Context: an optimization exercise on an open-source flow, tuned for small area, a short achievable clock period and few clock cycles. The choices shown serve that exercise and are no tape-out recipe.
The RTL was checked by simulation tests, not by an equivalence proof against the original design.
No activity file was given, so power comes from the tool's default toggle rates.

## v59
Design jenkins_lookup3_mixer, start of the top module:
module jenkins_lookup3_mixer (
    input  wire        clk,
    input  wire        rst,         
    input  wire        cmd_valid,
    output wire        cmd_ready,
    input  wire [35:0] cmd_data,
    output wire        rsp_valid,
    input  wire        rsp_ready,
    output wire [35:0] rsp_data,
    output wire        done
);
For scale: ~210 flip-flops, about 79 I/O pins, ~15000 sq um of cells after synthesis.
make LEC_CHECK=0 CAP_MARGIN=20 CORE_MARGIN=2 CORE_UTILIZATION=50 PLACE_DENSITY=0.55 SETUP_SLACK_MARGIN=3.5 SLEW_MARGIN=20 TNS_END_PERCENT=0 finish   # period 6.0 ns
run.sh (not shown) runs the stock make flow with config.mk's settings and CLKGATE_MAP_FILE= SYNTH_SCRIPT=/design/flow/synth_recipe.tcl, a recipe that flattens the netlist after the stock synthesis.
The flow did not stop early for v59: all stages ran, and the layout cleared the timing, DRC and antenna checks.
Testbench counts of v59, summed over its fixed seeds: cycles 6,729.
Relative to v59, the following input files were edited for v10:
- TNS_END_PERCENT removed (was 0)
- SETUP_SLACK_MARGIN changed from 3.5 to 3.0
- PLACE_DENSITY removed (was 0.55)
- CORE_UTILIZATION changed from 50 to 40
- Timing, DRC, antenna: 0 failures across v59 and v10
- Of v59 and v10, v10 shows the lower post-route worst setup slack, with v59 above it.
- v10 vs v59, first element of the critical path: r1[8] vs r1[27]
- Per the comparison of v10 with v59, count of buffer and inverter cells on the critical path up 2; met2 demand-to-capacity share in global routing went down 6.7 points.
- Worst-path cell with the longest stage delay = sky130_fd_sc_hd__dfxtp_1: v59; worst-path cell with the longest stage delay = sky130_fd_sc_hd__dfxtp_2: v10
Setup changes, v10 to v55
- TNS_END_PERCENT newly set to 0
- SETUP_SLACK_MARGIN changed from 3.0 to 3.5
- PLACE_DENSITY newly set to 0.45
- CTS_BUF_LIST newly set to sky130_fd_sc_hd__clkbuf_4 sky130_fd_sc_hd__clkbuf_8
- | final critical-path setup slack | v55 vs v10 | 0.022 ns lower |
- Of v55 and v10, v10 shows the higher critical path depth, with v55 below it.
- Flip-flop and latch count came out exactly the same in v55 and v10.
- v55 went all the way through synthesis, placement and routing and the layout is clean on timing, DRC and antenna.
- Count of inverters other than clock inverters in the layout: v55 vs v10 down 1.3%
- Final HPWL from detailed placement: v55 higher than v10
- Part of the cycle the worst path needs: v55 vs v10 up 0.37 points


Starting RTL as in the previous note.
## jenkins_lookup3_mixer
module jenkins_lookup3_mixer (
    input  wire        clk,
    input  wire        rst,         
    input  wire        cmd_valid,
    output wire        cmd_ready,
    input  wire [35:0] cmd_data,
    output wire        rsp_valid,
    input  wire        rsp_ready,
    output wire [35:0] rsp_data,
    output wire        done
);
Settings: LEC_CHECK=0, CAP_MARGIN=20, CORE_MARGIN=2, CORE_UTILIZATION=40, PLACE_DENSITY=0.45, SETUP_SLACK_MARGIN=3.2, SLEW_MARGIN=20, TNS_END_PERCENT=0; clock period 6.0 ns.
Testbench counts at the start, summed over its fixed seeds: cycles 6,729.
Change:
--- a/flow/config.mk
+++ b/flow/config.mk
@@ -12 +12 @@
-export SETUP_SLACK_MARGIN = 3.2
+export SETUP_SLACK_MARGIN = 3.0
@@ -14 +13,0 @@
-export TNS_END_PERCENT = 0
Worst hold slack stays flat. Flip-flop and latch count stays the same. Global-route usage rose by 1.3 points. Via count rose by 3.7%.
Change:
--- a/flow/config.mk
+++ b/flow/config.mk
@@ -10,3 +10,3 @@
-export CORE_UTILIZATION = 40
-export PLACE_DENSITY = 0.45
-export SETUP_SLACK_MARGIN = 3.0
+export CORE_UTILIZATION = 45
+export PLACE_DENSITY = 0.5
+export SETUP_SLACK_MARGIN = 3.5
@@ -13,0 +14 @@
+export TNS_END_PERCENT = 0
Effect:
- The changed run completed with no timing, DRC or antenna violations
- routed wire length shrinks by about 11%
- worst setup slack got worse by 62 ps
- critical path depth shrinks by 2
- via count shrinks by about 3%
- register-to-register slack got worse by 60 ps
- total power shrinks by 8.5%
- die area shrinks by 11%
- design area shrinks by 7.2%


== run 1 ==
jenkins_lookup3_mixer again, from the RTL that the note above started with.
// jenkins_lookup3_mixer
module jenkins_lookup3_mixer (
    input  wire        clk,
    input  wire        rst,         
    input  wire        cmd_valid,
    output wire        cmd_ready,
    input  wire [35:0] cmd_data,
    output wire        rsp_valid,
    input  wire        rsp_ready,
    output wire [35:0] rsp_data,
    output wire        done
);
==> flow/config.mk <==
export PLATFORM = sky130hd
export DESIGN_NAME = jenkins_lookup3_mixer
export DESIGN_NICKNAME = jenkins_lookup3_mixer
export VERILOG_FILES = /design/flow/design.v
export SDC_FILE = /design/flow/constraint.sdc
export NUM_CORES = 4
export LEC_CHECK = 0
export CAP_MARGIN = 20
export CORE_MARGIN = 2
export CORE_UTILIZATION = 40
export PLACE_DENSITY = 0.45
export SETUP_SLACK_MARGIN = 3.5
export SLEW_MARGIN = 20
export TNS_END_PERCENT = 5
==> flow/constraint.sdc <==
create_clock -name core_clock -period 6.0 [get_ports {clk}]
set_input_delay 1.2000 -clock core_clock [delete_from_list [all_inputs] [get_ports {clk}]]
set_output_delay 1.2000 -clock core_clock [all_outputs]
set_load 0.01 [all_outputs]
Testbench counts of run 1, summed over its fixed seeds: cycles 6,729.
For run 2, these inputs were changed with respect to run 1:
Settings: changing SETUP_SLACK_MARGIN from 3.5 to 3.0; setting CTS_BUF_LIST to sky130_fd_sc_hd__clkbuf_4 sky130_fd_sc_hd__clkbuf_8 for the first time; removing TNS_END_PERCENT (formerly 5).
- | clock period minus final worst setup slack | run 2 vs run 1 | better |
- Diff run 1 -> run 2: share of the cycle needed by the critical path after routing lost 0.97 points; post-CTS repair timing setup buffer count picked up an extra 75.
- Run comparison: run 2 worst-path cell with the longest stage delay sky130_fd_sc_hd__dfxtp_4; run 1 worst-path cell with the longest stage delay sky130_fd_sc_hd__fa_2

what the ideal ports hide:
How much do the figures lean on ideal ports? The routed layouts below were timed once more, with nothing changed but the port constraints.
Step 1, drivers: a clkbuf_16 drives clk and a buf_2 each remaining input, both assumed.
Step 2 moves the port delays by t, midway between the first and last clock arrival at a register: inputs arrive t later, outputs are due t later. That takes back most of the time a late clock gives input paths.
Three values: ideal ports, drivers, drivers and shift; two values: the first two.
run | t (ns) | setup WS [ns] | worst setup path at the end | slew at the worst register clock pin (ns) | worst slew at a driven data input, ns
v59 | 0.579 | 2.628 / 2.628 / 2.185 | input to register | 0.07 / 0.07 | 0.04
v10 | 0.594 | 2.582 / 2.582 / 2.312 | input to register | 0.07 / 0.07 | 0.06
v55 | 0.655 | 2.559 / 2.559 / 1.999 | input to register | 0.07 / 0.07 | 0.04
the first run of note 2 | 0.613 | 2.627 / 2.627 / 2.068 | input to register | 0.07 / 0.07 | 0.04
the second run of note 2 | 0.622 | 2.593 / 2.593 / 2.312 | input to register | 0.07 / 0.07 | 0.06
the third run of note 2 | 0.603 | 2.530 / 2.530 / 2.083 | input to register | 0.06 / 0.06 | 0.04
run 1 | 0.601 | 2.575 / 2.575 / 2.081 | input to register | 0.07 / 0.07 | 0.04
run 2 | 0.645 | 2.633 / 2.633 / 2.286 | input to register | 0.07 / 0.07 | 0.06
After both steps setup and hold are still met in every run listed. For v55, which loses most, drivers alone change the setup slack by 0.000 ns; drivers and shift together by -0.560 ns.
